This design comes from an exercise in tuning for a short achievable clock period and few clock cycles on the open sky130 flow, not from production work. Function was not checked in any run shown here: the RTL went through the layout flow alone.

==> design.v <==
module crc32_rom (
    input  wire [7:0]  idx,
    output wire [31:0] data
);
    assign data[0] = idx[2];
    assign data[1] = idx[0] ^ idx[3];
    assign data[2] = idx[0] ^ idx[1] ^ idx[4];
    assign data[3] = idx[1] ^ idx[2] ^ idx[5];
    assign data[4] = idx[0] ^ idx[2] ^ idx[3] ^ idx[6];
    assign data[5] = idx[1] ^ idx[3] ^ idx[4] ^ idx[7];
    assign data[6] = idx[4] ^ idx[5];
    assign data[7] = idx[0] ^ idx[5] ^ idx[6];
    assign data[8] = idx[1] ^ idx[6] ^ idx[7];
    assign data[9] = idx[7];
    assign data[10] = idx[2];
    assign data[11] = idx[3];
    assign data[12] = idx[0] ^ idx[4];
    assign data[13] = idx[0] ^ idx[1] ^ idx[5];
    assign data[14] = idx[1] ^ idx[2] ^ idx[6];
    assign data[15] = idx[2] ^ idx[3] ^ idx[7];
    assign data[16] = idx[0] ^ idx[2] ^ idx[3] ^ idx[4];
    assign data[17] = idx[0] ^ idx[1] ^ idx[3] ^ idx[4] ^ idx[5];
    assign data[18] = idx[0] ^ idx[1] ^ idx[2] ^ idx[4] ^ idx[5] ^ idx[6];
    assign data[19] = idx[1] ^ idx[2] ^ idx[3] ^ idx[5] ^ idx[6] ^ idx[7];
    assign data[20] = idx[3] ^ idx[4] ^ idx[6] ^ idx[7];
    assign data[21] = idx[2] ^ idx[4] ^ idx[5] ^ idx[7];
    assign data[22] = idx[2] ^ idx[3] ^ idx[5] ^ idx[6];
    assign data[23] = idx[3] ^ idx[4] ^ idx[6] ^ idx[7];
    assign data[24] = idx[0] ^ idx[2] ^ idx[4] ^ idx[5] ^ idx[7];
    assign data[25] = idx[0] ^ idx[1] ^ idx[2] ^ idx[3] ^ idx[5] ^ idx[6];
    assign data[26] = idx[0] ^ idx[1] ^ idx[2] ^ idx[3] ^ idx[4] ^ idx[6] ^ idx[7];
    assign data[27] = idx[1] ^ idx[3] ^ idx[4] ^ idx[5] ^ idx[7];
    assign data[28] = idx[0] ^ idx[4] ^ idx[5] ^ idx[6];
    assign data[29] = idx[0] ^ idx[1] ^ idx[5] ^ idx[6] ^ idx[7];
    assign data[30] = idx[0] ^ idx[1] ^ idx[6] ^ idx[7];
    assign data[31] = idx[1] ^ idx[7];
endmodule
module crc32_engine (
    input  wire        clk,
    input  wire        rst,
    input  wire        cmd_valid,
    output wire        cmd_ready,
    input  wire [7:0]  cmd,
    input  wire [31:0] din,
    output wire [31:0] dout,
    output wire        err
);
    localparam [31:0] X_INIT = 32'h9226F562;
    reg [31:0] x_q;       
    reg [31:0] y_q;       
    reg [31:0] w_q;       
    reg [31:0] s_sv_q;    
    reg [31:0] d_sv_q;    
    reg [2:0]  fold_q;    
    reg        corf_q;    
    reg        cors_q;    
    reg [2:0]  k2_q;      
    reg        rst_q;     
    reg        keep_q;    
    reg        sres_q;    
    reg        dres_q;    
    reg [31:0] dout_q;    
    reg        err_q;     
    reg        ready_q;   
    reg        rt_q;      
    reg [7:0]  idx_q;     
    wire zhi     = ~cmd[7] & ~cmd[3] & ~cmd[2];
    wire zlo     = ~cmd[1] & ~cmd[0];
    wire full    = cmd[1] & cmd[0];
    wire op_upd  = zhi & ~cmd[6] &  cmd[5] &  cmd[4];
    wire op_init = zhi & ~cmd[6] & ~cmd[5] &  cmd[4] & zlo;
    wire op_load = zhi & ~cmd[6] &  cmd[5] & ~cmd[4] & zlo;
    wire op_rds  = zhi &  cmd[6] & ~cmd[5] & ~cmd[4] & zlo;
    wire op_fin  = zhi &  cmd[6] & ~cmd[5] &  cmd[4] & zlo;
    wire op_rdt  = zhi &  cmd[6] &  cmd[5] & ~cmd[4] & zlo;
    wire op_nop  = zhi & ~cmd[6] & ~cmd[5] & ~cmd[4] & zlo;
    wire fast    = op_upd | op_init | op_load | op_rds | op_fin | op_nop;
    wire legal   = fast | op_rdt;
    wire [2:0] k1h = {cmd[1] & ~cmd[0], ~cmd[1] & cmd[0], zlo};
    wire pend    = |fold_q;
    wire acc     = cmd_valid & ready_q;
    wire c_upd   =  cmd[5] &  cmd[4];               
    wire c_load  =  cmd[5] & ~cmd[4];               
    wire c_init  = ~cmd[6] & ~cmd[5] &  cmd[4];     
    wire c_rds   =  cmd[6] & ~cmd[5] & ~cmd[4];     
    wire c_fin   =  cmd[6] & ~cmd[5] &  cmd[4];     
    wire upd4    = acc & c_upd & cmd[1] & cmd[0];
    wire x_set   = (acc & c_init) | rst_q;
    wire y_load  = acc & c_load;
    wire f_keep  = ~(acc & (c_load | c_init));
    wire xy_keep = keep_q & ~(acc & (cmd[5] | c_init));
    wire go      = acc & ~rst;
    wire d_keep  = ~rst & ~rt_q & ~dres_q & ~(acc & cmd[6] & ~cmd[5]);
    wire d_rds   = acc & c_rds;
    wire d_fin_s = acc & c_fin & ~pend;
    wire d_fin_f = acc & c_fin & pend;
    wire [31:0] t4, c1, c2, c3;
    assign t4[0] = x_q[0] ^ x_q[1] ^ x_q[2] ^ x_q[3] ^ x_q[4] ^ x_q[6] ^ x_q[7] ^ x_q[8] ^ x_q[16] ^ x_q[20] ^ x_q[22] ^ x_q[23] ^ x_q[26];
    assign t4[1] = x_q[1] ^ x_q[2] ^ x_q[3] ^ x_q[4] ^ x_q[5] ^ x_q[7] ^ x_q[8] ^ x_q[9] ^ x_q[17] ^ x_q[21] ^ x_q[23] ^ x_q[24] ^ x_q[27];
    assign t4[2] = x_q[0] ^ x_q[2] ^ x_q[3] ^ x_q[4] ^ x_q[5] ^ x_q[6] ^ x_q[8] ^ x_q[9] ^ x_q[10] ^ x_q[18] ^ x_q[22] ^ x_q[24] ^ x_q[25] ^ x_q[28];
    assign t4[3] = x_q[1] ^ x_q[3] ^ x_q[4] ^ x_q[5] ^ x_q[6] ^ x_q[7] ^ x_q[9] ^ x_q[10] ^ x_q[11] ^ x_q[19] ^ x_q[23] ^ x_q[25] ^ x_q[26] ^ x_q[29];
    assign t4[4] = x_q[2] ^ x_q[4] ^ x_q[5] ^ x_q[6] ^ x_q[7] ^ x_q[8] ^ x_q[10] ^ x_q[11] ^ x_q[12] ^ x_q[20] ^ x_q[24] ^ x_q[26] ^ x_q[27] ^ x_q[30];
    assign t4[5] = x_q[0] ^ x_q[3] ^ x_q[5] ^ x_q[6] ^ x_q[7] ^ x_q[8] ^ x_q[9] ^ x_q[11] ^ x_q[12] ^ x_q[13] ^ x_q[21] ^ x_q[25] ^ x_q[27] ^ x_q[28] ^ x_q[31];
    assign t4[6] = x_q[0] ^ x_q[2] ^ x_q[3] ^ x_q[9] ^ x_q[10] ^ x_q[12] ^ x_q[13] ^ x_q[14] ^ x_q[16] ^ x_q[20] ^ x_q[23] ^ x_q[28] ^ x_q[29];
    assign t4[7] = x_q[1] ^ x_q[3] ^ x_q[4] ^ x_q[10] ^ x_q[11] ^ x_q[13] ^ x_q[14] ^ x_q[15] ^ x_q[17] ^ x_q[21] ^ x_q[24] ^ x_q[29] ^ x_q[30];
    assign t4[8] = x_q[0] ^ x_q[2] ^ x_q[4] ^ x_q[5] ^ x_q[11] ^ x_q[12] ^ x_q[14] ^ x_q[15] ^ x_q[16] ^ x_q[18] ^ x_q[22] ^ x_q[25] ^ x_q[30] ^ x_q[31];
    assign t4[9] = x_q[0] ^ x_q[2] ^ x_q[4] ^ x_q[5] ^ x_q[7] ^ x_q[8] ^ x_q[12] ^ x_q[13] ^ x_q[15] ^ x_q[17] ^ x_q[19] ^ x_q[20] ^ x_q[22] ^ x_q[31];
    assign t4[10] = x_q[0] ^ x_q[2] ^ x_q[4] ^ x_q[5] ^ x_q[7] ^ x_q[9] ^ x_q[13] ^ x_q[14] ^ x_q[18] ^ x_q[21] ^ x_q[22] ^ x_q[26];
    assign t4[11] = x_q[1] ^ x_q[3] ^ x_q[5] ^ x_q[6] ^ x_q[8] ^ x_q[10] ^ x_q[14] ^ x_q[15] ^ x_q[19] ^ x_q[22] ^ x_q[23] ^ x_q[27];
    assign t4[12] = x_q[2] ^ x_q[4] ^ x_q[6] ^ x_q[7] ^ x_q[9] ^ x_q[11] ^ x_q[15] ^ x_q[16] ^ x_q[20] ^ x_q[23] ^ x_q[24] ^ x_q[28];
    assign t4[13] = x_q[0] ^ x_q[3] ^ x_q[5] ^ x_q[7] ^ x_q[8] ^ x_q[10] ^ x_q[12] ^ x_q[16] ^ x_q[17] ^ x_q[21] ^ x_q[24] ^ x_q[25] ^ x_q[29];
    assign t4[14] = x_q[0] ^ x_q[1] ^ x_q[4] ^ x_q[6] ^ x_q[8] ^ x_q[9] ^ x_q[11] ^ x_q[13] ^ x_q[17] ^ x_q[18] ^ x_q[22] ^ x_q[25] ^ x_q[26] ^ x_q[30];
    assign t4[15] = x_q[1] ^ x_q[2] ^ x_q[5] ^ x_q[7] ^ x_q[9] ^ x_q[10] ^ x_q[12] ^ x_q[14] ^ x_q[18] ^ x_q[19] ^ x_q[23] ^ x_q[26] ^ x_q[27] ^ x_q[31];
    assign t4[16] = x_q[1] ^ x_q[4] ^ x_q[7] ^ x_q[10] ^ x_q[11] ^ x_q[13] ^ x_q[15] ^ x_q[16] ^ x_q[19] ^ x_q[22] ^ x_q[23] ^ x_q[24] ^ x_q[26] ^ x_q[27] ^ x_q[28];
    assign t4[17] = x_q[2] ^ x_q[5] ^ x_q[8] ^ x_q[11] ^ x_q[12] ^ x_q[14] ^ x_q[16] ^ x_q[17] ^ x_q[20] ^ x_q[23] ^ x_q[24] ^ x_q[25] ^ x_q[27] ^ x_q[28] ^ x_q[29];
    assign t4[18] = x_q[0] ^ x_q[3] ^ x_q[6] ^ x_q[9] ^ x_q[12] ^ x_q[13] ^ x_q[15] ^ x_q[17] ^ x_q[18] ^ x_q[21] ^ x_q[24] ^ x_q[25] ^ x_q[26] ^ x_q[28] ^ x_q[29] ^ x_q[30];
    assign t4[19] = x_q[0] ^ x_q[1] ^ x_q[4] ^ x_q[7] ^ x_q[10] ^ x_q[13] ^ x_q[14] ^ x_q[16] ^ x_q[18] ^ x_q[19] ^ x_q[22] ^ x_q[25] ^ x_q[26] ^ x_q[27] ^ x_q[29] ^ x_q[30] ^ x_q[31];
    assign t4[20] = x_q[0] ^ x_q[3] ^ x_q[4] ^ x_q[5] ^ x_q[6] ^ x_q[7] ^ x_q[11] ^ x_q[14] ^ x_q[15] ^ x_q[16] ^ x_q[17] ^ x_q[19] ^ x_q[22] ^ x_q[27] ^ x_q[28] ^ x_q[30] ^ x_q[31];
    assign t4[21] = x_q[0] ^ x_q[2] ^ x_q[3] ^ x_q[5] ^ x_q[12] ^ x_q[15] ^ x_q[17] ^ x_q[18] ^ x_q[22] ^ x_q[26] ^ x_q[28] ^ x_q[29] ^ x_q[31];
    assign t4[22] = x_q[2] ^ x_q[7] ^ x_q[8] ^ x_q[13] ^ x_q[18] ^ x_q[19] ^ x_q[20] ^ x_q[22] ^ x_q[26] ^ x_q[27] ^ x_q[29] ^ x_q[30];
    assign t4[23] = x_q[0] ^ x_q[3] ^ x_q[8] ^ x_q[9] ^ x_q[14] ^ x_q[19] ^ x_q[20] ^ x_q[21] ^ x_q[23] ^ x_q[27] ^ x_q[28] ^ x_q[30] ^ x_q[31];
    assign t4[24] = x_q[2] ^ x_q[3] ^ x_q[6] ^ x_q[7] ^ x_q[8] ^ x_q[9] ^ x_q[10] ^ x_q[15] ^ x_q[16] ^ x_q[21] ^ x_q[23] ^ x_q[24] ^ x_q[26] ^ x_q[28] ^ x_q[29] ^ x_q[31];
    assign t4[25] = x_q[1] ^ x_q[2] ^ x_q[6] ^ x_q[9] ^ x_q[10] ^ x_q[11] ^ x_q[17] ^ x_q[20] ^ x_q[23] ^ x_q[24] ^ x_q[25] ^ x_q[26] ^ x_q[27] ^ x_q[29] ^ x_q[30];
    assign t4[26] = x_q[2] ^ x_q[3] ^ x_q[7] ^ x_q[10] ^ x_q[11] ^ x_q[12] ^ x_q[18] ^ x_q[21] ^ x_q[24] ^ x_q[25] ^ x_q[26] ^ x_q[27] ^ x_q[28] ^ x_q[30] ^ x_q[31];
    assign t4[27] = x_q[0] ^ x_q[1] ^ x_q[2] ^ x_q[6] ^ x_q[7] ^ x_q[11] ^ x_q[12] ^ x_q[13] ^ x_q[16] ^ x_q[19] ^ x_q[20] ^ x_q[23] ^ x_q[25] ^ x_q[27] ^ x_q[28] ^ x_q[29] ^ x_q[31];
    assign t4[28] = x_q[0] ^ x_q[4] ^ x_q[6] ^ x_q[12] ^ x_q[13] ^ x_q[14] ^ x_q[16] ^ x_q[17] ^ x_q[21] ^ x_q[22] ^ x_q[23] ^ x_q[24] ^ x_q[28] ^ x_q[29] ^ x_q[30];
    assign t4[29] = x_q[0] ^ x_q[1] ^ x_q[5] ^ x_q[7] ^ x_q[13] ^ x_q[14] ^ x_q[15] ^ x_q[17] ^ x_q[18] ^ x_q[22] ^ x_q[23] ^ x_q[24] ^ x_q[25] ^ x_q[29] ^ x_q[30] ^ x_q[31];
    assign t4[30] = x_q[3] ^ x_q[4] ^ x_q[7] ^ x_q[14] ^ x_q[15] ^ x_q[18] ^ x_q[19] ^ x_q[20] ^ x_q[22] ^ x_q[24] ^ x_q[25] ^ x_q[30] ^ x_q[31];
    assign t4[31] = x_q[0] ^ x_q[1] ^ x_q[2] ^ x_q[3] ^ x_q[5] ^ x_q[6] ^ x_q[7] ^ x_q[15] ^ x_q[19] ^ x_q[21] ^ x_q[22] ^ x_q[25] ^ x_q[31];
    assign c1[0] = w_q[2] ^ w_q[8];
    assign c1[1] = w_q[0] ^ w_q[3] ^ w_q[9];
    assign c1[2] = w_q[0] ^ w_q[1] ^ w_q[4] ^ w_q[10];
    assign c1[3] = w_q[1] ^ w_q[2] ^ w_q[5] ^ w_q[11];
    assign c1[4] = w_q[0] ^ w_q[2] ^ w_q[3] ^ w_q[6] ^ w_q[12];
    assign c1[5] = w_q[1] ^ w_q[3] ^ w_q[4] ^ w_q[7] ^ w_q[13];
    assign c1[6] = w_q[4] ^ w_q[5] ^ w_q[14];
    assign c1[7] = w_q[0] ^ w_q[5] ^ w_q[6] ^ w_q[15];
    assign c1[8] = w_q[1] ^ w_q[6] ^ w_q[7] ^ w_q[16];
    assign c1[9] = w_q[7] ^ w_q[17];
    assign c1[10] = w_q[2] ^ w_q[18];
    assign c1[11] = w_q[3] ^ w_q[19];
    assign c1[12] = w_q[0] ^ w_q[4] ^ w_q[20];
    assign c1[13] = w_q[0] ^ w_q[1] ^ w_q[5] ^ w_q[21];
    assign c1[14] = w_q[1] ^ w_q[2] ^ w_q[6] ^ w_q[22];
    assign c1[15] = w_q[2] ^ w_q[3] ^ w_q[7] ^ w_q[23];
    assign c1[16] = w_q[0] ^ w_q[2] ^ w_q[3] ^ w_q[4] ^ w_q[24];
    assign c1[17] = w_q[0] ^ w_q[1] ^ w_q[3] ^ w_q[4] ^ w_q[5] ^ w_q[25];
    assign c1[18] = w_q[0] ^ w_q[1] ^ w_q[2] ^ w_q[4] ^ w_q[5] ^ w_q[6] ^ w_q[26];
    assign c1[19] = w_q[1] ^ w_q[2] ^ w_q[3] ^ w_q[5] ^ w_q[6] ^ w_q[7] ^ w_q[27];
    assign c1[20] = w_q[3] ^ w_q[4] ^ w_q[6] ^ w_q[7] ^ w_q[28];
    assign c1[21] = w_q[2] ^ w_q[4] ^ w_q[5] ^ w_q[7] ^ w_q[29];
    assign c1[22] = w_q[2] ^ w_q[3] ^ w_q[5] ^ w_q[6] ^ w_q[30];
    assign c1[23] = w_q[3] ^ w_q[4] ^ w_q[6] ^ w_q[7] ^ w_q[31];
    assign c1[24] = w_q[0] ^ w_q[2] ^ w_q[4] ^ w_q[5] ^ w_q[7];
    assign c1[25] = w_q[0] ^ w_q[1] ^ w_q[2] ^ w_q[3] ^ w_q[5] ^ w_q[6];
    assign c1[26] = w_q[0] ^ w_q[1] ^ w_q[2] ^ w_q[3] ^ w_q[4] ^ w_q[6] ^ w_q[7];
    assign c1[27] = w_q[1] ^ w_q[3] ^ w_q[4] ^ w_q[5] ^ w_q[7];
    assign c1[28] = w_q[0] ^ w_q[4] ^ w_q[5] ^ w_q[6];
    assign c1[29] = w_q[0] ^ w_q[1] ^ w_q[5] ^ w_q[6] ^ w_q[7];
    assign c1[30] = w_q[0] ^ w_q[1] ^ w_q[6] ^ w_q[7];
    assign c1[31] = w_q[1] ^ w_q[7];
    assign c2[0] = w_q[0] ^ w_q[4] ^ w_q[6] ^ w_q[7] ^ w_q[10] ^ w_q[16];
    assign c2[1] = w_q[1] ^ w_q[5] ^ w_q[7] ^ w_q[8] ^ w_q[11] ^ w_q[17];
    assign c2[2] = w_q[2] ^ w_q[6] ^ w_q[8] ^ w_q[9] ^ w_q[12] ^ w_q[18];
    assign c2[3] = w_q[3] ^ w_q[7] ^ w_q[9] ^ w_q[10] ^ w_q[13] ^ w_q[19];
    assign c2[4] = w_q[4] ^ w_q[8] ^ w_q[10] ^ w_q[11] ^ w_q[14] ^ w_q[20];
    assign c2[5] = w_q[5] ^ w_q[9] ^ w_q[11] ^ w_q[12] ^ w_q[15] ^ w_q[21];
    assign c2[6] = w_q[0] ^ w_q[4] ^ w_q[7] ^ w_q[12] ^ w_q[13] ^ w_q[22];
    assign c2[7] = w_q[1] ^ w_q[5] ^ w_q[8] ^ w_q[13] ^ w_q[14] ^ w_q[23];
    assign c2[8] = w_q[0] ^ w_q[2] ^ w_q[6] ^ w_q[9] ^ w_q[14] ^ w_q[15] ^ w_q[24];
    assign c2[9] = w_q[1] ^ w_q[3] ^ w_q[4] ^ w_q[6] ^ w_q[15] ^ w_q[25];
    assign c2[10] = w_q[2] ^ w_q[5] ^ w_q[6] ^ w_q[10] ^ w_q[26];
    assign c2[11] = w_q[3] ^ w_q[6] ^ w_q[7] ^ w_q[11] ^ w_q[27];
    assign c2[12] = w_q[0] ^ w_q[4] ^ w_q[7] ^ w_q[8] ^ w_q[12] ^ w_q[28];
    assign c2[13] = w_q[0] ^ w_q[1] ^ w_q[5] ^ w_q[8] ^ w_q[9] ^ w_q[13] ^ w_q[29];
    assign c2[14] = w_q[1] ^ w_q[2] ^ w_q[6] ^ w_q[9] ^ w_q[10] ^ w_q[14] ^ w_q[30];
    assign c2[15] = w_q[2] ^ w_q[3] ^ w_q[7] ^ w_q[10] ^ w_q[11] ^ w_q[15] ^ w_q[31];
    assign c2[16] = w_q[0] ^ w_q[3] ^ w_q[6] ^ w_q[7] ^ w_q[8] ^ w_q[10] ^ w_q[11] ^ w_q[12];
    assign c2[17] = w_q[0] ^ w_q[1] ^ w_q[4] ^ w_q[7] ^ w_q[8] ^ w_q[9] ^ w_q[11] ^ w_q[12] ^ w_q[13];
    assign c2[18] = w_q[1] ^ w_q[2] ^ w_q[5] ^ w_q[8] ^ w_q[9] ^ w_q[10] ^ w_q[12] ^ w_q[13] ^ w_q[14];
    assign c2[19] = w_q[0] ^ w_q[2] ^ w_q[3] ^ w_q[6] ^ w_q[9] ^ w_q[10] ^ w_q[11] ^ w_q[13] ^ w_q[14] ^ w_q[15];
    assign c2[20] = w_q[0] ^ w_q[1] ^ w_q[3] ^ w_q[6] ^ w_q[11] ^ w_q[12] ^ w_q[14] ^ w_q[15];
    assign c2[21] = w_q[1] ^ w_q[2] ^ w_q[6] ^ w_q[10] ^ w_q[12] ^ w_q[13] ^ w_q[15];
    assign c2[22] = w_q[2] ^ w_q[3] ^ w_q[4] ^ w_q[6] ^ w_q[10] ^ w_q[11] ^ w_q[13] ^ w_q[14];
    assign c2[23] = w_q[3] ^ w_q[4] ^ w_q[5] ^ w_q[7] ^ w_q[11] ^ w_q[12] ^ w_q[14] ^ w_q[15];
    assign c2[24] = w_q[0] ^ w_q[5] ^ w_q[7] ^ w_q[8] ^ w_q[10] ^ w_q[12] ^ w_q[13] ^ w_q[15];
    assign c2[25] = w_q[1] ^ w_q[4] ^ w_q[7] ^ w_q[8] ^ w_q[9] ^ w_q[10] ^ w_q[11] ^ w_q[13] ^ w_q[14];
    assign c2[26] = w_q[2] ^ w_q[5] ^ w_q[8] ^ w_q[9] ^ w_q[10] ^ w_q[11] ^ w_q[12] ^ w_q[14] ^ w_q[15];
    assign c2[27] = w_q[0] ^ w_q[3] ^ w_q[4] ^ w_q[7] ^ w_q[9] ^ w_q[11] ^ w_q[12] ^ w_q[13] ^ w_q[15];
    assign c2[28] = w_q[0] ^ w_q[1] ^ w_q[5] ^ w_q[6] ^ w_q[7] ^ w_q[8] ^ w_q[12] ^ w_q[13] ^ w_q[14];
    assign c2[29] = w_q[1] ^ w_q[2] ^ w_q[6] ^ w_q[7] ^ w_q[8] ^ w_q[9] ^ w_q[13] ^ w_q[14] ^ w_q[15];
    assign c2[30] = w_q[2] ^ w_q[3] ^ w_q[4] ^ w_q[6] ^ w_q[8] ^ w_q[9] ^ w_q[14] ^ w_q[15];
    assign c2[31] = w_q[3] ^ w_q[5] ^ w_q[6] ^ w_q[9] ^ w_q[15];
    assign c3[0] = w_q[0] ^ w_q[8] ^ w_q[12] ^ w_q[14] ^ w_q[15] ^ w_q[18] ^ w_q[24];
    assign c3[1] = w_q[0] ^ w_q[1] ^ w_q[9] ^ w_q[13] ^ w_q[15] ^ w_q[16] ^ w_q[19] ^ w_q[25];
    assign c3[2] = w_q[0] ^ w_q[1] ^ w_q[2] ^ w_q[10] ^ w_q[14] ^ w_q[16] ^ w_q[17] ^ w_q[20] ^ w_q[26];
    assign c3[3] = w_q[1] ^ w_q[2] ^ w_q[3] ^ w_q[11] ^ w_q[15] ^ w_q[17] ^ w_q[18] ^ w_q[21] ^ w_q[27];
    assign c3[4] = w_q[0] ^ w_q[2] ^ w_q[3] ^ w_q[4] ^ w_q[12] ^ w_q[16] ^ w_q[18] ^ w_q[19] ^ w_q[22] ^ w_q[28];
    assign c3[5] = w_q[0] ^ w_q[1] ^ w_q[3] ^ w_q[4] ^ w_q[5] ^ w_q[13] ^ w_q[17] ^ w_q[19] ^ w_q[20] ^ w_q[23] ^ w_q[29];
    assign c3[6] = w_q[1] ^ w_q[2] ^ w_q[4] ^ w_q[5] ^ w_q[6] ^ w_q[8] ^ w_q[12] ^ w_q[15] ^ w_q[20] ^ w_q[21] ^ w_q[30];
    assign c3[7] = w_q[2] ^ w_q[3] ^ w_q[5] ^ w_q[6] ^ w_q[7] ^ w_q[9] ^ w_q[13] ^ w_q[16] ^ w_q[21] ^ w_q[22] ^ w_q[31];
    assign c3[8] = w_q[3] ^ w_q[4] ^ w_q[6] ^ w_q[7] ^ w_q[8] ^ w_q[10] ^ w_q[14] ^ w_q[17] ^ w_q[22] ^ w_q[23];
    assign c3[9] = w_q[0] ^ w_q[4] ^ w_q[5] ^ w_q[7] ^ w_q[9] ^ w_q[11] ^ w_q[12] ^ w_q[14] ^ w_q[23];
    assign c3[10] = w_q[1] ^ w_q[5] ^ w_q[6] ^ w_q[10] ^ w_q[13] ^ w_q[14] ^ w_q[18];
    assign c3[11] = w_q[0] ^ w_q[2] ^ w_q[6] ^ w_q[7] ^ w_q[11] ^ w_q[14] ^ w_q[15] ^ w_q[19];
    assign c3[12] = w_q[1] ^ w_q[3] ^ w_q[7] ^ w_q[8] ^ w_q[12] ^ w_q[15] ^ w_q[16] ^ w_q[20];
    assign c3[13] = w_q[0] ^ w_q[2] ^ w_q[4] ^ w_q[8] ^ w_q[9] ^ w_q[13] ^ w_q[16] ^ w_q[17] ^ w_q[21];
    assign c3[14] = w_q[0] ^ w_q[1] ^ w_q[3] ^ w_q[5] ^ w_q[9] ^ w_q[10] ^ w_q[14] ^ w_q[17] ^ w_q[18] ^ w_q[22];
    assign c3[15] = w_q[1] ^ w_q[2] ^ w_q[4] ^ w_q[6] ^ w_q[10] ^ w_q[11] ^ w_q[15] ^ w_q[18] ^ w_q[19] ^ w_q[23];
    assign c3[16] = w_q[2] ^ w_q[3] ^ w_q[5] ^ w_q[7] ^ w_q[8] ^ w_q[11] ^ w_q[14] ^ w_q[15] ^ w_q[16] ^ w_q[18] ^ w_q[19] ^ w_q[20];
    assign c3[17] = w_q[0] ^ w_q[3] ^ w_q[4] ^ w_q[6] ^ w_q[8] ^ w_q[9] ^ w_q[12] ^ w_q[15] ^ w_q[16] ^ w_q[17] ^ w_q[19] ^ w_q[20] ^ w_q[21];
    assign c3[18] = w_q[1] ^ w_q[4] ^ w_q[5] ^ w_q[7] ^ w_q[9] ^ w_q[10] ^ w_q[13] ^ w_q[16] ^ w_q[17] ^ w_q[18] ^ w_q[20] ^ w_q[21] ^ w_q[22];
    assign c3[19] = w_q[2] ^ w_q[5] ^ w_q[6] ^ w_q[8] ^ w_q[10] ^ w_q[11] ^ w_q[14] ^ w_q[17] ^ w_q[18] ^ w_q[19] ^ w_q[21] ^ w_q[22] ^ w_q[23];
    assign c3[20] = w_q[3] ^ w_q[6] ^ w_q[7] ^ w_q[8] ^ w_q[9] ^ w_q[11] ^ w_q[14] ^ w_q[19] ^ w_q[20] ^ w_q[22] ^ w_q[23];
    assign c3[21] = w_q[4] ^ w_q[7] ^ w_q[9] ^ w_q[10] ^ w_q[14] ^ w_q[18] ^ w_q[20] ^ w_q[21] ^ w_q[23];
    assign c3[22] = w_q[0] ^ w_q[5] ^ w_q[10] ^ w_q[11] ^ w_q[12] ^ w_q[14] ^ w_q[18] ^ w_q[19] ^ w_q[21] ^ w_q[22];
    assign c3[23] = w_q[0] ^ w_q[1] ^ w_q[6] ^ w_q[11] ^ w_q[12] ^ w_q[13] ^ w_q[15] ^ w_q[19] ^ w_q[20] ^ w_q[22] ^ w_q[23];
    assign c3[24] = w_q[0] ^ w_q[1] ^ w_q[2] ^ w_q[7] ^ w_q[8] ^ w_q[13] ^ w_q[15] ^ w_q[16] ^ w_q[18] ^ w_q[20] ^ w_q[21] ^ w_q[23];
    assign c3[25] = w_q[1] ^ w_q[2] ^ w_q[3] ^ w_q[9] ^ w_q[12] ^ w_q[15] ^ w_q[16] ^ w_q[17] ^ w_q[18] ^ w_q[19] ^ w_q[21] ^ w_q[22];
    assign c3[26] = w_q[2] ^ w_q[3] ^ w_q[4] ^ w_q[10] ^ w_q[13] ^ w_q[16] ^ w_q[17] ^ w_q[18] ^ w_q[19] ^ w_q[20] ^ w_q[22] ^ w_q[23];
    assign c3[27] = w_q[3] ^ w_q[4] ^ w_q[5] ^ w_q[8] ^ w_q[11] ^ w_q[12] ^ w_q[15] ^ w_q[17] ^ w_q[19] ^ w_q[20] ^ w_q[21] ^ w_q[23];
    assign c3[28] = w_q[4] ^ w_q[5] ^ w_q[6] ^ w_q[8] ^ w_q[9] ^ w_q[13] ^ w_q[14] ^ w_q[15] ^ w_q[16] ^ w_q[20] ^ w_q[21] ^ w_q[22];
    assign c3[29] = w_q[5] ^ w_q[6] ^ w_q[7] ^ w_q[9] ^ w_q[10] ^ w_q[14] ^ w_q[15] ^ w_q[16] ^ w_q[17] ^ w_q[21] ^ w_q[22] ^ w_q[23];
    assign c3[30] = w_q[6] ^ w_q[7] ^ w_q[10] ^ w_q[11] ^ w_q[12] ^ w_q[14] ^ w_q[16] ^ w_q[17] ^ w_q[22] ^ w_q[23];
    assign c3[31] = w_q[7] ^ w_q[11] ^ w_q[13] ^ w_q[14] ^ w_q[17] ^ w_q[23];
    wire [31:0] s_cur = t4 ^ y_q;             
    wire [31:0] dmask = din & {{8{cmd[1] & cmd[0]}}, {8{cmd[1]}},
                               {8{cmd[1] | cmd[0]}}, 8'hFF};
    wire [31:0] s_in  = t4 ^ (y_q ^ dmask);
    wire [31:0] c_sel = ({32{fold_q[0]}} & c1) | ({32{fold_q[1]}} & c2) |
                        ({32{fold_q[2]}} & c3);   
    wire [31:0] t_rd;
    crc32_rom u_rom (.idx(idx_q), .data(t_rd));
    always @(posedge clk) begin
        idx_q   <= din[7:0];
        w_q     <= cors_q ? (w_q ^ y_q) : s_in;
        s_sv_q  <= s_cur | c_sel;
        d_sv_q  <= dout_q;
        rst_q   <= rst;
        keep_q  <= ~rst & ~(acc & ~fast) & ~(acc & op_upd & pend);
        sres_q  <= go & ~fast;
        dres_q  <= go & ~legal;
        fold_q  <= {3{~rst}} & (({3{go & op_upd & ~full & ~pend}} & k1h) | ({3{cors_q}} & k2_q));
        corf_q  <= go & op_upd & full & pend;
        cors_q  <= go & op_upd & ~full & pend;
        k2_q    <= k1h;
        x_q     <= ({32{upd4}} & s_in) | ({32{x_set}} & X_INIT) |
                   ({32{corf_q}} & (x_q ^ y_q)) | ({32{xy_keep}} & x_q);
        y_q     <= ({32{y_load}} & din) | ({32{f_keep}} & c_sel) |
                   ({32{sres_q}} & s_sv_q) | ({32{xy_keep}} & y_q);
        dout_q  <= {32{~rst}} & (({32{d_rds}} & (s_cur | c_sel)) |
                   ({32{d_fin_s}} & ~s_cur) | ({32{d_fin_f}} & ~c_sel) |
                   ({32{rt_q}} & t_rd) | ({32{dres_q}} & d_sv_q) | ({32{d_keep}} & dout_q));
        err_q   <= ~rst & (err_q | (go & ~legal));
        ready_q <= ~rst & ~(go & ~fast) & ~(go & op_upd & pend);
        rt_q    <= go & op_rdt;
    end
    assign cmd_ready = ready_q;
    assign dout      = dout_q;
    assign err       = err_q;
endmodule
==> flow/run.sh <==
#!/bin/bash
# Standard layout (the standard.sh, which runs the standard synthesis
# script), with more slow cells kept out of synthesis and repair: three-input
# XORs, high-stack OR/NOR/AND-OR cells and the like. Registers are untouched
# (flip-flops are mapped before ABC and none of them is in the list).
set -euo pipefail
PL=$(cat flow/platform_dont_use.txt)
EXTRA=$(cat flow/extra_dont_use.txt)
bash standard.sh "DONT_USE_CELLS=$PL $EXTRA" finish > standard.log 2>&1
==> flow/extra_dont_use.txt <==
sky130_fd_sc_hd__a2111o_1 sky130_fd_sc_hd__a2111o_2 sky130_fd_sc_hd__a2111o_4 sky130_fd_sc_hd__a2111oi_0 sky130_fd_sc_hd__a2111oi_1 sky130_fd_sc_hd__a2111oi_2 sky130_fd_sc_hd__a2111oi_4 sky130_fd_sc_hd__a222oi_1 sky130_fd_sc_hd__a41o_1 sky130_fd_sc_hd__a41o_2 sky130_fd_sc_hd__a41o_4 sky130_fd_sc_hd__a41oi_1 sky130_fd_sc_hd__a41oi_2 sky130_fd_sc_hd__a41oi_4 sky130_fd_sc_hd__nor4_1 sky130_fd_sc_hd__nor4_2 sky130_fd_sc_hd__nor4_4 sky130_fd_sc_hd__nor4b_1 sky130_fd_sc_hd__nor4b_2 sky130_fd_sc_hd__nor4b_4 sky130_fd_sc_hd__nor4bb_1 sky130_fd_sc_hd__nor4bb_2 sky130_fd_sc_hd__nor4bb_4 sky130_fd_sc_hd__o2111a_1 sky130_fd_sc_hd__o2111a_2 sky130_fd_sc_hd__o2111a_4 sky130_fd_sc_hd__o2111ai_1 sky130_fd_sc_hd__o2111ai_2 sky130_fd_sc_hd__o2111ai_4 sky130_fd_sc_hd__o41a_1 sky130_fd_sc_hd__o41a_2 sky130_fd_sc_hd__o41a_4 sky130_fd_sc_hd__o41ai_1 sky130_fd_sc_hd__o41ai_2 sky130_fd_sc_hd__o41ai_4 sky130_fd_sc_hd__or3_1 sky130_fd_sc_hd__or3_2 sky130_fd_sc_hd__or3_4 sky130_fd_sc_hd__or3b_1 sky130_fd_sc_hd__or3b_2 sky130_fd_sc_hd__or3b_4 sky130_fd_sc_hd__or4_1 sky130_fd_sc_hd__or4_2 sky130_fd_sc_hd__or4_4 sky130_fd_sc_hd__or4b_1 sky130_fd_sc_hd__or4b_2 sky130_fd_sc_hd__or4b_4 sky130_fd_sc_hd__or4bb_1 sky130_fd_sc_hd__or4bb_2 sky130_fd_sc_hd__or4bb_4 sky130_fd_sc_hd__xnor3_1 sky130_fd_sc_hd__xnor3_2 sky130_fd_sc_hd__xnor3_4 sky130_fd_sc_hd__xor3_1 sky130_fd_sc_hd__xor3_2 sky130_fd_sc_hd__xor3_4  sky130_fd_sc_hd__a211oi_1 sky130_fd_sc_hd__a211oi_2 sky130_fd_sc_hd__a211oi_4 sky130_fd_sc_hd__a221o_1 sky130_fd_sc_hd__a221o_2 sky130_fd_sc_hd__a221o_4 sky130_fd_sc_hd__a221oi_1 sky130_fd_sc_hd__a221oi_2 sky130_fd_sc_hd__a221oi_4 sky130_fd_sc_hd__a311o_1 sky130_fd_sc_hd__a311o_2 sky130_fd_sc_hd__a311o_4 sky130_fd_sc_hd__a311oi_1 sky130_fd_sc_hd__a311oi_2 sky130_fd_sc_hd__a311oi_4 sky130_fd_sc_hd__a32o_1 sky130_fd_sc_hd__a32o_2 sky130_fd_sc_hd__a32o_4 sky130_fd_sc_hd__a32oi_1 sky130_fd_sc_hd__a32oi_2 sky130_fd_sc_hd__a32oi_4 sky130_fd_sc_hd__and4_1 sky130_fd_sc_hd__and4_2 sky130_fd_sc_hd__and4_4 sky130_fd_sc_hd__and4b_1 sky130_fd_sc_hd__and4b_2 sky130_fd_sc_hd__and4b_4 sky130_fd_sc_hd__and4bb_1 sky130_fd_sc_hd__and4bb_2 sky130_fd_sc_hd__and4bb_4 sky130_fd_sc_hd__mux4_1 sky130_fd_sc_hd__mux4_2 sky130_fd_sc_hd__mux4_4 sky130_fd_sc_hd__nand4_1 sky130_fd_sc_hd__nand4_2 sky130_fd_sc_hd__nand4_4 sky130_fd_sc_hd__nand4b_1 sky130_fd_sc_hd__nand4b_2 sky130_fd_sc_hd__nand4b_4 sky130_fd_sc_hd__nand4bb_1 sky130_fd_sc_hd__nand4bb_2 sky130_fd_sc_hd__nand4bb_4 sky130_fd_sc_hd__nor3_1 sky130_fd_sc_hd__nor3_2 sky130_fd_sc_hd__nor3_4 sky130_fd_sc_hd__nor3b_1 sky130_fd_sc_hd__nor3b_2 sky130_fd_sc_hd__nor3b_4 sky130_fd_sc_hd__o211ai_1 sky130_fd_sc_hd__o211ai_2 sky130_fd_sc_hd__o211ai_4 sky130_fd_sc_hd__o221a_1 sky130_fd_sc_hd__o221a_2 sky130_fd_sc_hd__o221a_4 sky130_fd_sc_hd__o221ai_1 sky130_fd_sc_hd__o221ai_2 sky130_fd_sc_hd__o221ai_4 sky130_fd_sc_hd__o311a_1 sky130_fd_sc_hd__o311a_2 sky130_fd_sc_hd__o311a_4 sky130_fd_sc_hd__o311ai_0 sky130_fd_sc_hd__o311ai_1 sky130_fd_sc_hd__o311ai_2 sky130_fd_sc_hd__o311ai_4 sky130_fd_sc_hd__o32a_1 sky130_fd_sc_hd__o32a_2 sky130_fd_sc_hd__o32a_4 sky130_fd_sc_hd__o32ai_1 sky130_fd_sc_hd__o32ai_2 sky130_fd_sc_hd__o32ai_4 
==> flow/platform_dont_use.txt <==
sky130_fd_sc_hd__lpflow_bleeder_1 sky130_fd_sc_hd__lpflow_clkbufkapwr_1 sky130_fd_sc_hd__lpflow_clkbufkapwr_16 sky130_fd_sc_hd__lpflow_clkbufkapwr_2 sky130_fd_sc_hd__lpflow_clkbufkapwr_4 sky130_fd_sc_hd__lpflow_clkbufkapwr_8 sky130_fd_sc_hd__lpflow_clkinvkapwr_1 sky130_fd_sc_hd__lpflow_clkinvkapwr_16 sky130_fd_sc_hd__lpflow_clkinvkapwr_2 sky130_fd_sc_hd__lpflow_clkinvkapwr_4 sky130_fd_sc_hd__lpflow_clkinvkapwr_8 sky130_fd_sc_hd__lpflow_decapkapwr_12 sky130_fd_sc_hd__lpflow_decapkapwr_3 sky130_fd_sc_hd__lpflow_decapkapwr_4 sky130_fd_sc_hd__lpflow_decapkapwr_6 sky130_fd_sc_hd__lpflow_decapkapwr_8 sky130_fd_sc_hd__lpflow_inputiso0n_1 sky130_fd_sc_hd__lpflow_inputiso0p_1 sky130_fd_sc_hd__lpflow_inputiso1n_1 sky130_fd_sc_hd__lpflow_inputiso1p_1 sky130_fd_sc_hd__lpflow_inputisolatch_1 sky130_fd_sc_hd__lpflow_isobufsrc_1 sky130_fd_sc_hd__lpflow_isobufsrc_16 sky130_fd_sc_hd__lpflow_isobufsrc_2 sky130_fd_sc_hd__lpflow_isobufsrc_4 sky130_fd_sc_hd__lpflow_isobufsrc_8 sky130_fd_sc_hd__lpflow_isobufsrckapwr_16 sky130_fd_sc_hd__lpflow_lsbuf_lh_hl_isowell_tap_1 sky130_fd_sc_hd__lpflow_lsbuf_lh_hl_isowell_tap_2 sky130_fd_sc_hd__lpflow_lsbuf_lh_hl_isowell_tap_4 sky130_fd_sc_hd__lpflow_lsbuf_lh_isowell_4 sky130_fd_sc_hd__lpflow_lsbuf_lh_isowell_tap_1 sky130_fd_sc_hd__lpflow_lsbuf_lh_isowell_tap_2 sky130_fd_sc_hd__lpflow_lsbuf_lh_isowell_tap_4 sky130_fd_sc_hd__probe_p_8 sky130_fd_sc_hd__probec_p_8 
==> standard.sh <==
#!/bin/bash
# synth_recipe.tcl (not shown) runs the flow's synth.tcl, then flattens the netlist and writes it again
# the make line also repeats each setting of config.mk as NAME=value (left out here)
make -C /OpenROAD-flow-scripts/flow DESIGN_CONFIG=/design/flow/config.mk WORK_HOME=/design/flow/orfs CLKGATE_MAP_FILE= SYNTH_SCRIPT=/design/flow/synth_recipe.tcl "${@:-finish}"
==> config.mk <==
export PLATFORM = sky130hd
export DESIGN_NAME = crc32_engine
export DESIGN_NICKNAME = crc32_engine
export VERILOG_FILES = /design/flow/design.v
export SDC_FILE = /design/flow/constraint.sdc
export NUM_CORES = 4
export LEC_CHECK = 0
export ABC_CLOCK_PERIOD_IN_PS = 1000
export CAP_MARGIN = 20
export CORE_MARGIN = 2
export CORE_UTILIZATION = 40
export SETUP_SLACK_MARGIN = 5.0
export SLEW_MARGIN = 20
export TNS_END_PERCENT = 100
==> constraint.sdc <==
create_clock -name core_clock -period 6.0 [get_ports {clk}]
set_input_delay 1.2000 -clock core_clock [delete_from_list [all_inputs] [get_ports {clk}]]
set_output_delay 1.2000 -clock core_clock [all_outputs]
set_load 0.01 [all_outputs]
==> results of run 1 <==
repair_timing:
item,in CTS,in global routing
pin swaps,285,225
setup endpoints to repair,217,209
gates cloned,10,2
buffers inserted,350,111
resized for setup,918,279
layout make-up:
class	count	area (um2)
inverters	8	41.3
fillers	1982	8860
well taps	511	639
multi-input cells	1372	16200
clock inverters	6	62.6
diodes	1	2.50
repair buffers	572	6420
clock buffers	38	724
flip-flops and latches	215	4560
per-layer routing:
layer	share of wire (%)	wire length, um
met1	33	29500
met2	43	38600
met3	12	11100
met4	11	9590
met5	0.029	26
worst max-delay path by stage:
stage | endpoint | depth (start not counted) | start | slack (ns)
2_1_floorplan | dout_q[3]$_DFF_P_ | 10 | cmd_valid | 3.33
3_3_place_gp | dout_q[7]$_DFF_P_ | 9 | rst | 2.19
3_5_place_dp | x_q[11]$_DFF_P_ | 4 | cmd[1] | 2.21
4_1_cts | dout_q[29]$_DFF_P_ | 9 | w_q[6]$_DFF_P_ | 3.75
5_1_grt | dout_q[29]$_DFF_P_ | 9 | w_q[6]$_DFF_P_ | 3.48
6_report | dout_q[16]$_DFF_P_ | 9 | w_q[3]$_DFF_P_ | 3.49
placed cells by master, fill, tap and decap left out, types with 31 or more instances in the layout:
| master | n |
|---|---|
| xor2_2 | 44 |
| nand2_1 | 77 |
| dfxtp_4 | 55 |
| buf_6 | 185 |
| a31oi_1 | 35 |
| o21ai_1 | 46 |
| a21oi_1 | 94 |
| buf_4 | 244 |
| buf_12 | 84 |
| dfxtp_2 | 42 |
| xnor2_4 | 157 |
| nand2b_1 | 34 |
| a22o_1 | 31 |
| xor2_1 | 68 |
| dfxtp_1 | 118 |
| xnor2_1 | 181 |
| xnor2_2 | 187 |
cell families (layout without fill, tap and decap cells):
family,count (synthesis),after routing,share of synthesized area (%)
xor gates and xnor gates,665,665,40.9
AOI/OAI and AO/OA,413,413,16.8
and+or+nand+nor,280,281,8.73
DFF,215,215,28.3
buffers and inverters,138,624,4.42
muxes,13,13,0.857
other,0,1,0
worst reg2reg max path, delay by kind of cell, from the launching register on:
kind / cells / cell delay, ns
AOI/OAI and AO/OA: 4 / 0.91
xor gates and xnor gates: 3 / 0.70
buffers and inverters: 2 / 0.40
DFF: 1 / 0.35
metrics by stage:
step	hold WS, ns	util (%)	instance area (um2)	instances
2_1_floorplan	0.375	-	17300	1724
3_3_place_gp	0.346	47.6	17800	2205
3_5_place_dp	0.349	47.6	17800	2205
4_1_cts	0.378	68.9	25800	2609
5_1_grt	0.389	76.4	28600	2722
6_report	0.382	76.4	28600	2723
sequential cells by signal, indices dropped and copies added (netlist names), 3 cells and up:
| signal | cells |
|---|---|
| d_sv_q | 32 |
| dout_q | 32 |
| fold_q | 3 |
| idx_q | 8 |
| k2_q | 3 |
| s_sv_q | 32 |
| w_q | 32 |
| x_q | 32 |
| y_q | 32 |
==> flow_summary.rst, run 1 <==
.. list-table::
   :header-rows: 1

   * - Metric
     - Value
   * - Run status
     - timing/DRC/antenna clean
   * - Max Clock Skew
     - 0.0403 ns
   * - Post-synth EDFFs
     - 0
   * - Most instantiated library cell after synthesis
     - xnor2_1
   * - Share of Yosys cell area claimed by the top area cell type
     - 28.3%
   * - Min-Delay Startpoint
     - dout_q[30]$_DFF_P_
   * - Total track usage
     - 37.5%
   * - Total setup violations reported at the end of the flow
     - 0
   * - DR vias/cell
     - 6.23
   * - Ports
     - 77
   * - TritonCTS clock tree
     - done
   * - Kind of start point of the critical path
     - flip-flop
   * - Count of different cell masters after synthesis
     - 42
   * - Synth-to-layout area growth
     - 88.6%
   * - FFs w/ async S/R, synth
     - 0%
   * - Fraction of the cycle the final worst path needs
     - 41.9%
   * - Maximum level of the CTS H-tree
     - 1
   * - Cell at the root of the clock tree
     - clkbuf_16
   * - Family with the most delay on the worst path
     - compound AO/OA/AOI/OAI gates
   * - Final weighted congestion of routability-driven global placement
     - 0.970
   * - Hold Buf Count CTS
     - 0
   * - Number of remaining DRC errors
     - 0
   * - Sum of negative setup slack
     - 0 ns
   * - Quantity of I/O buffers inserted on ports
     - 76
   * - Fraction of the yosys area taken by sequential cells
     - 28.3%
   * - Number of global-route vias before repair
     - 15700
   * - Cell with the largest stage delay on the worst path
     - a21oi_4
   * - Buffers from clock root to sink, at most
     - 3
   * - Worst Path Required
     - 6.45 ns
   * - Routing usage on met2
     - 60.2%
   * - Initial Util
     - 40.5%
   * - Number of buffer and inverter instances along the worst setup path
     - 2
   * - Setup repair after global routing missed its margin
     - true
   * - Mean instance size in the synthesized netlist
     - 8.81 um2
   * - Arrival time of the worst setup path
     - 2.96 ns
   * - Count of routing violations after the opening detailed-route iteration
     - 2389
   * - Count of cells along the worst hold path
     - 0
   * - Initial antenna violation count
     - 4
   * - Worst max-slew margin expressed relative to the limit
     - 47.5%
   * - Wire length of the first global-routing pass
     - 107 mm
   * - Setup Crit Path Kind
     - flip-flop to flip-flop
   * - Post-synth top cells
     - xnor2_1 (489), dfxtp_1 (215), xor2_1 (137)
   * - Hold Path Sink
     - d_sv_q[30]$_DFF_P_
   * - Num Clock Sinks
     - 215
   * - Layout cell share with drive strength beyond 1
     - 59.0%
   * - Cell types occupying the most area after synthesis
     - dfxtp_1 (28%), xnor2_1 (28%), xor2_1 (7.9%)
   * - Number of buffers added by the clock tree synthesis step
     - 25
   * - Vert. Die Dim
     - 199 um
   * - Total number of placement rows
     - 71
   * - Wire length after detailed routing
     - 88.8 mm
   * - Cell count after synthesis
     - 1724
   * - Depth of the worst register-to-register path
     - 9
   * - Slew at the pin with the worst max-slew slack
     - 0.787 ns
   * - FF-to-FF End
     - dout_q[16]$_DFF_P_
   * - Number of nets still failing antenna checks after routing
     - 0
   * - Global routing usage on met3
     - 6.04%
   * - F_max
     - 398 MHz
   * - Min cycle time layout
     - 2.51 ns
   * - GR Overflow Total
     - 0
   * - Die Outline Area
     - 39500 um2
   * - R2r startpoint
     - w_q[3]$_DFF_P_
   * - Maximum Capacitance Violations
     - 0
   * - Worst-path cell chain
     - buf_12, buf_8, xor2_4, xnor2_1, xnor2_2, o22ai_2, a21oi_4, a21oi_1, o31a_1
   * - Die width
     - 199 um
   * - Total of flip-flops plus latches after synthesis
     - 215
   * - Area of the mapped netlist
     - 15200 um2
   * - Endpoint type of the worst setup path
     - flip-flop
   * - M1 GR Usage
     - 46.3%
   * - Most Used Layer, Global Route
     - met2
   * - Final Max Tran Viols
     - 0
   * - Number of detailed-route iterations in the first pass
     - 7
   * - Layout Nets
     - 2237
   * - Setup Slack @ Placement
     - 2.21 ns
   * - Endpoints failing hold
     - 0
   * - Synth warn
     - 1
   * - Flip-flop cell with the highest count after synthesis
     - dfxtp_1
   * - Syn_nets
     - 1767
   * - Worst-case setup margin in the final layout
     - 3.49 ns
   * - Reg2reg setup slack
     - 3.49 ns
   * - Avg WL per Cell
     - 32.6 um
   * - Floorplan Core Area
     - 37500 um2
   * - Cell taking the most area after synthesis
     - dfxtp_1
   * - Dpl hpwl
     - 44.5 mm
   * - Largest net degree at the start of global routing
     - 65
   * - Worst Path Max Fanout
     - 8
   * - Via count
     - 17000
   * - Clock latency on the worst-skew pair
     - 0.59 ns
   * - Worst Hold Class
     - flip-flop to flip-flop
   * - Crit-path max cell delay
     - 0.37 ns
   * - Clock slew seen by the registers of the worst setup and hold paths
     - 0.06 ns
==> inputs of run 2 (changes only) <==
--- a/design.v
+++ b/design.v
@@ -37,2 +37,45 @@
 endmodule
+module crc32_sel (
+    input  wire       cmd_valid,
+    input  wire       ready,
+    input  wire [2:0] op,         
+    input  wire       rst,
+    input  wire       rst_q,
+    input  wire       keep_q,
+    input  wire       yf_q,
+    input  wire       rt_q,
+    input  wire       dres_q,
+    output wire       upd,
+    output wire       x_set,
+    output wire       y_load,
+    output wire       xy_keep,
+    output wire       d_rds_x,
+    output wire       d_fin_x,
+    output wire       d_rds_y,
+    output wire       d_fin_y,
+    output wire       d_keep
+);
+    wire acc = cmd_valid & ready;
+    wire rds = ~rst & acc & op[2] & ~op[1] & ~op[0];           
+    wire fin = ~rst & acc & op[2] & ~op[1] &  op[0];           
+    assign upd     = acc & op[1] & op[0];                      
+    assign x_set   = (acc & ~op[2] & ~op[1] & op[0]) | rst_q;   
+    assign y_load  = acc & op[1] & ~op[0];                     
+    assign xy_keep = keep_q & ~(acc & (op[1] | (~op[2] & op[0])));
+    assign d_rds_x = rds & ~yf_q;
+    assign d_fin_x = fin & ~yf_q;
+    assign d_rds_y = rds & yf_q;
+    assign d_fin_y = fin & yf_q;
+    assign d_keep  = ~rst & ~rt_q & ~dres_q & ~(acc & op[2] & ~op[1]);
+endmodule
+module crc32_ynext (
+    input  wire [31:0] din,
+    input  wire [31:0] r,
+    input  wire [31:0] y,
+    input  wire        load,
+    input  wire        keep,
+    output wire [31:0] y_d
+);
+    assign y_d = ({32{load}} & din) | r | ({32{keep}} & y);
+endmodule
 module crc32_engine (
@@ -54,7 +97,5 @@
     reg [2:0]  fold_q;    
-    reg        corf_q;    
-    reg        cors_q;    
-    reg [2:0]  k2_q;      
     reg        rst_q;     
     reg        keep_q;    
+    reg        yf_q;      
     reg        sres_q;    
@@ -76,22 +117,14 @@
     wire op_nop  = zhi & ~cmd[6] & ~cmd[5] & ~cmd[4] & zlo;
-    wire fast    = op_upd | op_init | op_load | op_rds | op_fin | op_nop;
-    wire legal   = fast | op_rdt;
-    wire [2:0] k1h = {cmd[1] & ~cmd[0], ~cmd[1] & cmd[0], zlo};
-    wire pend    = |fold_q;
+    wire op_short = op_upd & ~full;
+    wire fast    = (op_upd & full) | op_init | op_load | op_rds | op_fin | op_nop;
+    wire legal   = fast | op_short | op_rdt;
     wire acc     = cmd_valid & ready_q;
-    wire c_upd   =  cmd[5] &  cmd[4];               
-    wire c_load  =  cmd[5] & ~cmd[4];               
-    wire c_init  = ~cmd[6] & ~cmd[5] &  cmd[4];     
-    wire c_rds   =  cmd[6] & ~cmd[5] & ~cmd[4];     
-    wire c_fin   =  cmd[6] & ~cmd[5] &  cmd[4];     
-    wire upd4    = acc & c_upd & cmd[1] & cmd[0];
-    wire x_set   = (acc & c_init) | rst_q;
-    wire y_load  = acc & c_load;
-    wire f_keep  = ~(acc & (c_load | c_init));
-    wire xy_keep = keep_q & ~(acc & (cmd[5] | c_init));
     wire go      = acc & ~rst;
-    wire d_keep  = ~rst & ~rt_q & ~dres_q & ~(acc & cmd[6] & ~cmd[5]);
-    wire d_rds   = acc & c_rds;
-    wire d_fin_s = acc & c_fin & ~pend;
-    wire d_fin_f = acc & c_fin & pend;
+    wire upd, x_set, y_load, xy_keep, d_rds_x, d_fin_x, d_rds_y, d_fin_y, d_keep;
+    crc32_sel u_sel (
+        .cmd_valid(cmd_valid), .ready(ready_q), .op(cmd[6:4]), .rst(rst),
+        .rst_q(rst_q), .keep_q(keep_q), .yf_q(yf_q), .rt_q(rt_q), .dres_q(dres_q),
+        .upd(upd), .x_set(x_set), .y_load(y_load), .xy_keep(xy_keep),
+        .d_rds_x(d_rds_x), .d_fin_x(d_fin_x), .d_rds_y(d_rds_y), .d_fin_y(d_fin_y),
+        .d_keep(d_keep));
     wire [31:0] t4, c1, c2, c3;
@@ -225,3 +258,3 @@
     assign c3[31] = w_q[7] ^ w_q[11] ^ w_q[13] ^ w_q[14] ^ w_q[17] ^ w_q[23];
-    wire [31:0] s_cur = t4 ^ y_q;             
+    wire [31:0] s_cur = t4 ^ y_q;
     wire [31:0] dmask = din & {{8{cmd[1] & cmd[0]}}, {8{cmd[1]}},
@@ -229,4 +262,6 @@
     wire [31:0] s_in  = t4 ^ (y_q ^ dmask);
-    wire [31:0] c_sel = ({32{fold_q[0]}} & c1) | ({32{fold_q[1]}} & c2) |
-                        ({32{fold_q[2]}} & c3);   
+    wire [31:0] y_r = ({32{fold_q[0]}} & c1) | ({32{fold_q[1]}} & c2) |
+                      ({32{fold_q[2]}} & c3) | ({32{sres_q}} & s_sv_q);
+    wire [31:0] y_d;
+    crc32_ynext u_yn (.din(din), .r(y_r), .y(y_q), .load(y_load), .keep(xy_keep), .y_d(y_d));
     wire [31:0] t_rd;
@@ -235,22 +270,19 @@
         idx_q   <= din[7:0];
-        w_q     <= cors_q ? (w_q ^ y_q) : s_in;
-        s_sv_q  <= s_cur | c_sel;
+        w_q     <= s_in;
+        s_sv_q  <= s_cur;
         d_sv_q  <= dout_q;
         rst_q   <= rst;
-        keep_q  <= ~rst & ~(acc & ~fast) & ~(acc & op_upd & pend);
-        sres_q  <= go & ~fast;
+        keep_q  <= ~rst & ~(acc & ~fast);
+        sres_q  <= go & ~(fast | op_short);
         dres_q  <= go & ~legal;
-        fold_q  <= {3{~rst}} & (({3{go & op_upd & ~full & ~pend}} & k1h) | ({3{cors_q}} & k2_q));
-        corf_q  <= go & op_upd & full & pend;
-        cors_q  <= go & op_upd & ~full & pend;
-        k2_q    <= k1h;
-        x_q     <= ({32{upd4}} & s_in) | ({32{x_set}} & X_INIT) |
-                   ({32{corf_q}} & (x_q ^ y_q)) | ({32{xy_keep}} & x_q);
-        y_q     <= ({32{y_load}} & din) | ({32{f_keep}} & c_sel) |
-                   ({32{sres_q}} & s_sv_q) | ({32{xy_keep}} & y_q);
-        dout_q  <= {32{~rst}} & (({32{d_rds}} & (s_cur | c_sel)) |
-                   ({32{d_fin_s}} & ~s_cur) | ({32{d_fin_f}} & ~c_sel) |
-                   ({32{rt_q}} & t_rd) | ({32{dres_q}} & d_sv_q) | ({32{d_keep}} & dout_q));
+        fold_q  <= {3{go & op_short}} &
+                   {cmd[1:0] == 2'd2, cmd[1:0] == 2'd1, cmd[1:0] == 2'd0};
+        x_q     <= ({32{upd}} & s_in) | ({32{x_set}} & X_INIT) | ({32{xy_keep}} & x_q);
+        y_q     <= y_d;
+        yf_q    <= y_load | (|fold_q) | sres_q | (yf_q & xy_keep);
+        dout_q  <= ({32{d_rds_x}} & t4) | ({32{d_fin_x}} & ~t4) |
+                   ({32{d_rds_y}} & y_q) | ({32{d_fin_y}} & ~y_q) |
+                   ({32{~rst & rt_q}} & t_rd) | ({32{~rst & dres_q}} & d_sv_q) | ({32{d_keep}} & dout_q);
         err_q   <= ~rst & (err_q | (go & ~legal));
-        ready_q <= ~rst & ~(go & ~fast) & ~(go & op_upd & pend);
+        ready_q <= ~rst & ~(go & ~fast);
         rt_q    <= go & op_rdt;
--- a/config.mk
+++ b/config.mk
@@ -13,2 +13,3 @@
 export SLEW_MARGIN = 20
+export SYNTH_HIERARCHICAL = 1
 export TNS_END_PERCENT = 100
==> flow_summary.rst, run 2 <==
.. list-table::
   :header-rows: 1

   * - Metric
     - Value
   * - Num Clock Sinks
     - 211 (was 215)
   * - Count of routing violations after the opening detailed-route iteration
     - 2413 (was 2389)
   * - Fraction of the cycle the final worst path needs
     - 42.9% (was 41.9%)
   * - Synth-to-layout area growth
     - 92.5% (was 88.6%)
   * - Total setup violations reported at the end of the flow
     - 0 (unchanged)
   * - Sum of negative setup slack
     - 0 ns (unchanged)
   * - Dpl hpwl
     - 38.2 mm (was 44.5 mm)
   * - Worst-case setup margin in the final layout
     - 3.42 ns (was 3.49 ns)
   * - Setup repair after global routing missed its margin
     - true (unchanged)
   * - Worst Hold Class
     - flip-flop to flip-flop (unchanged)
   * - Post-synth EDFFs
     - 0 (unchanged)
   * - Endpoint type of the worst setup path
     - flip-flop (unchanged)
   * - Share of Yosys cell area claimed by the top area cell type
     - 32.1% (was 28.3%)
   * - Slew at the pin with the worst max-slew slack
     - 0.968 ns (was 0.787 ns)
   * - Most frequent standard cell in the layout excluding fill and tap cells
     - buf_4 (unchanged)
   * - Floorplan Core Area
     - 34600 um2 (was 37500 um2)
   * - Setup Slack @ Placement
     - 2.22 ns (was 2.21 ns)
   * - Number of buffers added by the clock tree synthesis step
     - 25 (unchanged)
   * - Number of remaining DRC errors
     - 0 (unchanged)
   * - Total track usage
     - 37.0% (was 37.5%)
   * - Number of detailed-route iterations in the first pass
     - 12 (was 7)
   * - Area of the mapped netlist
     - 14100 um2 (was 15200 um2)
   * - Layout Nets
     - 2038 (was 2237)
   * - Commonest cells after routing, fill and taps aside
     - buf_4 (231), xnor2_2 (206), buf_6 (192) (was buf_4 (244), xnor2_2 (187), buf_6 (185))
   * - Min cycle time layout
     - 2.58 ns (was 2.51 ns)
   * - Number of global-route vias before repair
     - 14400 (was 15700)
   * - Via count
     - 15700 (was 17000)
   * - Final Max Tran Viols
     - 0 (unchanged)
   * - Maximum Capacitance Violations
     - 0 (unchanged)
   * - Vert. Die Dim
     - 192 um (was 199 um)
   * - Syn_nets
     - 1571 (was 1767)
   * - Wire length of the first global-routing pass
     - 97.8 mm (was 107 mm)
   * - Worst Path Max Fanout
     - 6 (was 8)
   * - Total of flip-flops plus latches after synthesis
     - 211 (was 215)
   * - Largest net degree at the start of global routing
     - 34 (was 65)
   * - Most instantiated library cell after synthesis
     - xnor2_1 (unchanged)
   * - Setup Crit Path Kind
     - flip-flop to flip-flop (unchanged)
   * - Final weighted congestion of routability-driven global placement
     - 0.936 (was 0.970)
   * - Initial Util
     - 40.7% (was 40.5%)
   * - Endpoints failing hold
     - 0 (unchanged)
   * - Run status
     - timing/DRC/antenna clean (unchanged)
   * - Cell types occupying the most area after synthesis
     - xnor2_1 (32%), dfxtp_1 (30%), xor2_1 (6.5%) (was dfxtp_1 (28%), xnor2_1 (28%), xor2_1 (7.9%))
   * - Quantity of I/O buffers inserted on ports
     - 76 (unchanged)
   * - Total number of placement rows
     - 68 (was 71)
   * - Ports
     - 77 (unchanged)
   * - TritonCTS clock tree
     - done (unchanged)
   * - Worst max-slew margin expressed relative to the limit
     - 35.4% (was 47.5%)
   * - F_max
     - 388 MHz (was 398 MHz)
   * - Clock latency on the worst-skew pair
     - 0.56 ns (was 0.59 ns)
   * - Max Clock Skew
     - 0.0440 ns (was 0.0403 ns)
   * - Buffers from clock root to sink, at most
     - 3 (unchanged)
   * - Arrival time of the worst setup path
     - 3.07 ns (was 2.96 ns)
   * - Worst Path Required
     - 6.49 ns (was 6.45 ns)
   * - Number of nets still failing antenna checks after routing
     - 0 (unchanged)
   * - Cell count after synthesis
     - 1528 (was 1724)
   * - Die width
     - 192 um (was 199 um)
   * - Reg2reg setup slack
     - 3.42 ns (was 3.49 ns)
   * - Hold Buf Count CTS
     - 0 (unchanged)
   * - GR Overflow Total
     - 0 (unchanged)
   * - Layout cell share with drive strength beyond 1
     - 64.1% (was 59.0%)
   * - FFs w/ async S/R, synth
     - 0% (unchanged)
   * - Synth warn
     - 7 (was 1)
   * - Initial antenna violation count
     - 3 (was 4)
   * - Clock slew seen by the registers of the worst setup and hold paths
     - 0.07 ns (was 0.06 ns)
   * - Die Outline Area
     - 36800 um2 (was 39500 um2)
   * - DR vias/cell
     - 6.37 (was 6.23)
   * - Fraction of the yosys area taken by sequential cells
     - 29.9% (was 28.3%)
   * - Avg WL per Cell
     - 35.7 um (was 32.6 um)
   * - Post-synth top cells
     - xnor2_1 (517), dfxtp_1 (211), nand2_1 (149) (was xnor2_1 (489), dfxtp_1 (215), xor2_1 (137))
   * - Mean instance size in the synthesized netlist
     - 9.23 um2 (was 8.81 um2)
   * - Maximum level of the CTS H-tree
     - 1 (unchanged)
   * - Count of different cell masters after synthesis
     - 42 (unchanged)
   * - Cell at the root of the clock tree
     - clkbuf_16 (unchanged)
   * - Cell taking the most area after synthesis
     - xnor2_1 (was dfxtp_1)
   * - Worst-case hold slack
     - 0.374 ns (was 0.382 ns)
   * - Kind of start point of the critical path
     - flip-flop (unchanged)
   * - Wire length after detailed routing
     - 88.0 mm (was 88.8 mm)
   * - Flip-flop cell with the highest count after synthesis
     - dfxtp_1 (unchanged)
-- run 2: cell types whose count changed after synthesis, moves of 28 or more --
cell and change:
xor2_1 -33, xnor2_1 +28, nand2b_1 -37, a31oi_1 -35
mux2_2 +32, o22ai_1 -34, o21ai_0 -31
-- run 2: what timing repair did --
item,in CTS,in global routing
cloned,14,1
hold endpoints to repair,0,0
pin swaps,292,231
buffers inserted,330,128
gates resized for setup,954,259
setup endpoints to repair,213,204
-- run 2: per-layer routing --
| metal | GRT usage [%] | wire (um) | vias up |
|---|---|---|---|
| met2 | 59.6 | 37400 | 1532 |
| li1 | - | - | 5869 |
| met1 | 44.3 | 28500 | 7596 |
| met3 | 7.80 | 11500 | 724 |
| met4 | 25.3 | 10600 | 2 |
| met5 | 0 | 13 | - |
-- run 2: logic make-up (layout without fill, tap and decap cells) --
group	Yosys count	count (layout)	share of synthesized area, %
XOR/XNOR	668	668	44.4
multiplexers	65	65	4.90
AO/OA/AOI/OAI	239	240	9.97
flip-flops	211	211	29.9
AND/OR/NAND/NOR	220	229	6.64
buffers and inverters	125	599	4.11
other	0	1	0
-- run 2: area by class of cell --
cell class | count | area [um2]
diodes | 1 | 2.50
clock buffers | 35 | 723
clock inverters | 9 | 80.1
fillers | 1612 | 7470
inverters | 6 | 41.3
multi-input cells | 1202 | 15300
flip-flops and latches | 211 | 4470
well taps | 455 | 569
repair buffers | 547 | 5910
repair inverters | 2 | 15.0
-- run 2: final timing paths --
| kind | startpoint | end | depth (start not counted) |
|---|---|---|---|
| worst max register to register | x_q[7]$_DFF_P_ | x_q[16]$_DFF_P_ | 9 |
| worst min-delay path | dout_q[27]$_DFF_P_ | d_sv_q[27]$_DFF_P_ | 0 |
| worst min register to register | dout_q[27]$_DFF_P_ | d_sv_q[27]$_DFF_P_ | 0 |
| worst max-delay path | x_q[7]$_DFF_P_ | x_q[16]$_DFF_P_ | 9 |
-- run 2: stage by stage --
step           utilization, %  area (um2)  cells
2_1_floorplan               -       15800   1528
6_report                 78.4       27200   2468
4_1_cts                  70.1       24300   2338
3_5_place_dp             47.2       16400   1950
5_1_grt                  78.4       27200   2468
3_3_place_gp             47.2       16400   1950
-- run 2: Yosys stat by module (local to each module, per instance) --
module | area [um2] | flip-flops and latches
crc32_engine | 13100 | 211
crc32_rom | 460 | 0
crc32_sel | 125 | 0
crc32_ynext | 449 | 0
-- run 2: critical path, stage by stage (launching register included) --
cell and delay (ns):
dfxtp_4 0.41, buf_12 0.15, xnor2_4 0.15, xnor2_4 0.30
xor2_2 0.21, xnor2_2 0.10, xnor2_2 0.28, xnor2_2 0.18
xnor2_2 0.47, a22o_1 0.23

-- static timing again, ports no longer ideal --
The results above use ideal ports. As a check the final layouts listed here were re-extracted and re-timed, cells and wires unchanged. Step 1 (the two cells are an assumption about what drives the block):
set clk [get_ports {clk}]
set_driving_cell -lib_cell sky130_fd_sc_hd__clkbuf_16 $clk
set_driving_cell -lib_cell sky130_fd_sc_hd__buf_2 [delete_from_list [all_inputs] $clk]
Step 2, shift: input delay + t, output delay - t, t = (earliest + latest rising clock arrival at the registers) / 2. This alone moves slack from input paths to output paths. Three values: ideal ports, drivers, drivers and shift; two values: the first two.
| run | shift t [ns] | setup WS [ns] | clock arrival spread, ns |
|---|---|---|---|
| run 1 | 0.633 | 3.489 / 3.489 / 3.215 | 0.041 / 0.041 |
| run 2 | 0.595 | 3.423 / 3.423 / 3.180 | 0.045 / 0.045 |
After both steps setup and hold are still met in every run listed. The setup slack of run 1, which loses most, moves by 0.000 ns with the drivers and by -0.274 ns with both steps.
